This design comes from an exercise in tuning for small area, a short achievable clock period and few clock cycles per item on the open sky130 flow, not from production work. Function was checked by simulation only, so behaviour that the tests miss may differ from the original. Power and IR drop assume default switching activity.

==> flow/design.v <==
module idt_frame_decoder (
    input  wire        clk,
    input  wire        rst,         
    input  wire        tailoff,     
    input  wire        in_valid,
    input  wire [7:0]  in_data,
    input  wire        in_last,
    output wire        in_ready,
    output reg         res_valid,
    output wire [31:0] res_info,    
    output wire [31:0] res_crc,     
    output wire [31:0] res_len,     
    output wire [31:0] res_addr,    
    output wire [8:0]  rx_track,    
    output wire [15:0] rx_cnt       
);
    localparam [2:0] C_OK = 3'd0, C_NO_DELIM = 3'd1, C_BAD_LEN = 3'd2,
                     C_BAD_CRC = 3'd3, C_BAD_COMPL = 3'd4, C_SEQ_ERR = 3'd5;
    localparam [1:0] T_NONE = 2'd0, T_HEAD = 2'd1, T_DATA = 2'd2, T_TAIL = 2'd3;
    function [15:0] crc_table;
        input [7:0] i;
        integer k;
        reg [15:0] r;
        begin
            r = {i, 8'h00};
            for (k = 0; k < 8; k = k + 1)
                r = r[15] ? ((r << 1) ^ 16'h1021) : (r << 1);
            crc_table = r;
        end
    endfunction
    function [15:0] crc_step;
        input [15:0] c;
        input [7:0]  b;
        begin
            crc_step = {c[7:0], 8'h00} ^ crc_table(c[15:8] ^ b);
        end
    endfunction
    reg         fresh;           
    reg  [10:0] q;
    reg         qz, qh;          
    reg         hd;              
    reg         da, ed;          
    reg         cs;              
    reg  [7:0]  n;               
    reg         co;              
    reg  [15:0] acc;             
    reg  [7:0]  d1, d2;          
    reg  [63:0] hl;              
    reg  [7:0]  rx_exp;
    reg         rx_inxfer;
    reg  [15:0] rx_count;
    reg         pend;            
    reg  [2:0]  r_code;
    reg  [1:0]  r_type;
    reg         k_crc, k_n, k_chk, k_hl;    
    reg         k_upd;           
    assign in_ready = !pend;
    assign rx_track = {rx_inxfer, rx_exp};
    assign rx_cnt   = rx_count;
    assign res_info = {5'd0, q, n, 1'b0, r_code, 2'b00, r_type};
    assign res_crc  = {acc, d2, d1};
    assign res_len  = hl[63:32];
    assign res_addr = hl[31:0];
    wire       accept = in_valid && !pend;
    wire       done   = accept && in_last;
    wire [7:0] b  = in_data;
    wire [7:0] bz = pend ? 8'h00 : in_data;    
    wire q_lo0 = qz;
    wire q_hi1 = qh;
    wire p1    = !fresh && q_hi1 && q[1:0] == 2'd0;
    wire p2    = !fresh && q_hi1 && q[1:0] == 2'd1;
    wire p3    = !fresh && q_hi1 && q[1:0] == 2'd2;
    wire p4    = !fresh && q_hi1 && q[1:0] == 2'd3;    
    wire over  = !fresh && q[10] && !q_hi1;            
    wire compl_ok  = hd || co;
    wire data_ok   = rx_inxfer && (n == rx_exp);
    wire tail_ok   = rx_inxfer && (tailoff ? (n == rx_exp) : (n == rx_count[7:0]));
    wire seq_ok    = hd || (da ? data_ok : tail_ok);
    wire crc_ok    = (acc == {d1, b});
    wire hd_n = fresh ? (b == 8'hFE) :
                p1    ? (hd && b == 8'h00) :
                p2    ? (hd && b == 8'hFF) :
                p3    ? (hd && b == 8'h01) : hd;
    wire da_n = fresh ? (b == 8'hDA) : da;
    wire ed_n = fresh ? (b == 8'hED) : ed;
    wire is_head = hd_n && !fresh && !p1 && !p2;       
    wire [1:0] v_type = over    ? T_NONE :
                        is_head ? T_HEAD : da_n ? T_DATA : ed_n ? T_TAIL : T_NONE;
    wire csx = cs && !fresh;                           
    wire [2:0] v_code = !csx       ? ((v_type == T_NONE && !over) ? C_NO_DELIM : C_BAD_LEN) :
                        !crc_ok    ? C_BAD_CRC :
                        !compl_ok  ? C_BAD_COMPL :
                        seq_ok     ? C_OK : C_SEQ_ERR;
    wire v_fld = csx && crc_ok && compl_ok;
    wire n13   = !fresh && q == 11'd7;                           
    wire n4    = p3;                                             
    wire ndat  = !fresh && (q_hi1 ? q[1] : !(q[10:0] >= 11'd1023));   
    wire cs_n  = hd_n ? n13 : da_n ? ndat : ed_n ? n4 : 1'b0;
    wire [11:4] p_hl;
    assign p_hl[4] = p4;
    genvar g;
    generate
        for (g = 5; g <= 11; g = g + 1) begin : g_phl
            assign p_hl[g] = !fresh && q_lo0 && q[2:0] == (g - 5);
        end
    endgenerate
    wire        clr_crc = pend && !k_crc;
    wire        clr_chk = pend && !k_chk;
    wire        en_acc  = (accept && (fresh || !in_last)) || clr_crc;
    wire [15:0] acc_d   = (fresh || pend) ? 16'h0000 : crc_step(acc, d1);
    wire        en_d    = accept || clr_crc;
    wire [7:0]  d2_d    = pend ? 8'h00 : d1;
    wire        en_q    = accept || clr_chk;
    wire [10:0] q_d     = pend ? 11'd0 : fresh ? 11'd2044 : q + 11'd1;
    wire        en_n    = (accept && p1) || (pend && !k_n);
    wire [63:0] en_hl;
    generate
        for (g = 4; g <= 11; g = g + 1) begin : g_enhl
            assign en_hl[(11-g)*8 +: 8] = {8{(accept && p_hl[g]) || (pend && !k_hl)}};
        end
    endgenerate
    wire [7:0] cnt_hi_inc = rx_count[15:8] + 8'd1;
    integer j;
    always @(posedge clk) begin
        if (en_acc)
            acc <= acc_d;
        if (en_d) begin
            d1 <= bz;
            d2 <= d2_d;
        end
        if (en_q) begin
            q  <= q_d;
            qz <= pend || (!fresh && ((qh && q[1:0] == 2'd3) || (qz && q[2:0] != 3'd7)));
            qh <= !pend && (fresh || (qh && q[1:0] != 2'd3));
        end
        if (en_n)
            n <= bz;
        for (j = 0; j < 8; j = j + 1)
            if (en_hl[j*8])
                hl[j*8 +: 8] <= bz;
        if (done) begin
            r_code <= v_code;
            r_type <= v_type;
        end
        k_crc  <= csx;
        k_n    <= v_fld && !hd;
        k_chk  <= v_fld && da;
        k_hl   <= v_fld && hd;
        k_upd  <= v_fld && seq_ok;
        if (accept) begin
            hd <= hd_n;
            da <= da_n;
            ed <= ed_n;
            cs <= cs_n;
            if (p2)
                co <= (b == ~n);
        end
        if (rst) begin
            fresh     <= 1'b1;
            pend      <= 1'b0;
            res_valid <= 1'b0;
            rx_exp    <= 8'd1;
            rx_inxfer <= 1'b0;
            rx_count  <= 16'd0;
        end else begin
            pend      <= done;
            res_valid <= pend;
            if (accept)
                fresh <= in_last;
            if (pend && k_upd) begin
                if (r_type == T_HEAD) begin
                    rx_exp    <= 8'd1;
                    rx_count  <= 16'd0;
                    rx_inxfer <= 1'b1;
                end else if (r_type == T_DATA) begin
                    rx_exp   <= rx_exp + 8'd1;
                    rx_count <= {(rx_exp == 8'd0) ? cnt_hi_inc : rx_count[15:8], rx_exp};
                end else begin
                    rx_inxfer <= 1'b0;
                end
            end
        end
    end
endmodule
clock: 4.0 ns
lec_check: 0
cap_margin: 20
core_margin: 2
core_utilization: 65
cts_buf_list: sky130_fd_sc_hd__clkbuf_8
setup_slack_margin: 2.0
slew_margin: 20
standard.sh (not shown) runs the stock make flow with config.mk's settings and CLKGATE_MAP_FILE= SYNTH_SCRIPT=/design/flow/synth_recipe.tcl, a recipe that flattens the netlist after the stock synthesis.
==> flow/flow/run.sh <==
#!/bin/bash
set -euo pipefail
bash standard.sh BUFFER_PORTS_ARGS="-buffer_cell sky130_fd_sc_hd__buf_1" finish > flow_make.log 2>&1
Testbench counts at the start, summed over its fixed seeds: cycles 135,708, bytes 135,489.
Rerun with:
--- a/flow/design.v
+++ b/flow/design.v
@@ -62,11 +62,10 @@
     assign res_len  = hl[63:32];
     assign res_addr = hl[31:0];
     wire       accept = in_valid && !pend;
     wire       done   = accept && in_last;
     wire [7:0] b  = in_data;
-    wire [7:0] bz = pend ? 8'h00 : in_data;    
     wire q_lo0 = qz;
     wire q_hi1 = qh;
     wire p1    = !fresh && q_hi1 && q[1:0] == 2'd0;
     wire p2    = !fresh && q_hi1 && q[1:0] == 2'd1;
     wire p3    = !fresh && q_hi1 && q[1:0] == 2'd2;
@@ -104,42 +103,32 @@
             assign p_hl[g] = !fresh && q_lo0 && q[2:0] == (g - 5);
         end
     endgenerate
     wire        clr_crc = pend && !k_crc;
     wire        clr_chk = pend && !k_chk;
-    wire        en_acc  = (accept && (fresh || !in_last)) || clr_crc;
-    wire [15:0] acc_d   = (fresh || pend) ? 16'h0000 : crc_step(acc, d1);
-    wire        en_d    = accept || clr_crc;
-    wire [7:0]  d2_d    = pend ? 8'h00 : d1;
-    wire        en_q    = accept || clr_chk;
-    wire [10:0] q_d     = pend ? 11'd0 : fresh ? 11'd2044 : q + 11'd1;
-    wire        en_n    = (accept && p1) || (pend && !k_n);
-    wire [63:0] en_hl;
-    generate
-        for (g = 4; g <= 11; g = g + 1) begin : g_enhl
-            assign en_hl[(11-g)*8 +: 8] = {8{(accept && p_hl[g]) || (pend && !k_hl)}};
-        end
-    endgenerate
+    wire        clr_n   = pend && !k_n;
+    wire        clr_hl  = pend && !k_hl;
+    wire        wr_acc  = accept && (fresh || !in_last);
+    wire [15:0] acc_d   = fresh ? 16'h0000 : crc_step(acc, d1);
+    wire [10:0] q_d     = fresh ? 11'd2044 : q + 11'd1;
     wire [7:0] cnt_hi_inc = rx_count[15:8] + 8'd1;
     integer j;
     always @(posedge clk) begin
-        if (en_acc)
-            acc <= acc_d;
-        if (en_d) begin
-            d1 <= bz;
-            d2 <= d2_d;
+        acc <= wr_acc ? acc_d : (acc & {16{!clr_crc}});
+        d1  <= accept ? b  : (d1 & {8{!clr_crc}});
+        d2  <= accept ? d1 : (d2 & {8{!clr_crc}});
+        if (accept) begin
+            qz <= !fresh && ((qh && q[1:0] == 2'd3) || (qz && q[2:0] != 3'd7));
+            qh <= fresh || (qh && q[1:0] != 2'd3);
+        end else if (clr_chk) begin
+            qz <= 1'b1;
+            qh <= 1'b0;
         end
-        if (en_q) begin
-            q  <= q_d;
-            qz <= pend || (!fresh && ((qh && q[1:0] == 2'd3) || (qz && q[2:0] != 3'd7)));
-            qh <= !pend && (fresh || (qh && q[1:0] != 2'd3));
-        end
-        if (en_n)
-            n <= bz;
-        for (j = 0; j < 8; j = j + 1)
-            if (en_hl[j*8])
-                hl[j*8 +: 8] <= bz;
+        q   <= accept ? q_d : (q & {11{!clr_chk}});
+        n   <= (accept && p1) ? b : (n & {8{!clr_n}});
+        for (j = 4; j <= 11; j = j + 1)
+            hl[(11-j)*8 +: 8] <= (accept && p_hl[j]) ? b : (hl[(11-j)*8 +: 8] & {8{!clr_hl}});
         if (done) begin
             r_code <= v_code;
             r_type <= v_type;
         end
         k_crc  <= csx;
What happened:
- combinational power came out higher by 14%
- routed wire length came out higher by 10%
- power came out higher by 1.7%
- final cell count came out higher by 21%
- clock power came out higher by about 10%
- clock skew came out lower by 0.010 ns
- worst hold slack degrades by 0.030 ns
Testbench counts after the change, summed over its fixed seeds: cycles 135,708, bytes 135,489.

-- re-timing with driven ports --
Ports are ideal in the flow. The routed layouts listed here were re-timed in OpenROAD. Step 1 assumes that a clkbuf_16 drives the clock port and a buf_2 every other input. Step 2 moves the port delays by t, midway between the first and last clock arrival at a register: inputs arrive t later, outputs are due t later. That takes back most of the time a late clock gives input paths. Slacks: ideal ports / drivers / drivers and shift; pairs: ideal ports / drivers.
| run | shift t [ns] | setup slack, ns | worst setup path at the end | clock arrival spread, ns | worst data-port slew with drivers (ns) |
|---|---|---|---|---|---|
| the first run | 0.484 | 1.930 / 1.919 / 1.495 | input to register | 0.018 / 0.017 | 0.05 |
| the second run | 0.495 | 2.009 / 1.987 / 1.657 | input to register | 0.009 / 0.009 | 0.04 |
After both steps every run listed still meets setup and hold. The setup slack of the first run, which loses most, moves by -0.011 ns with the drivers and by -0.435 ns with both steps.
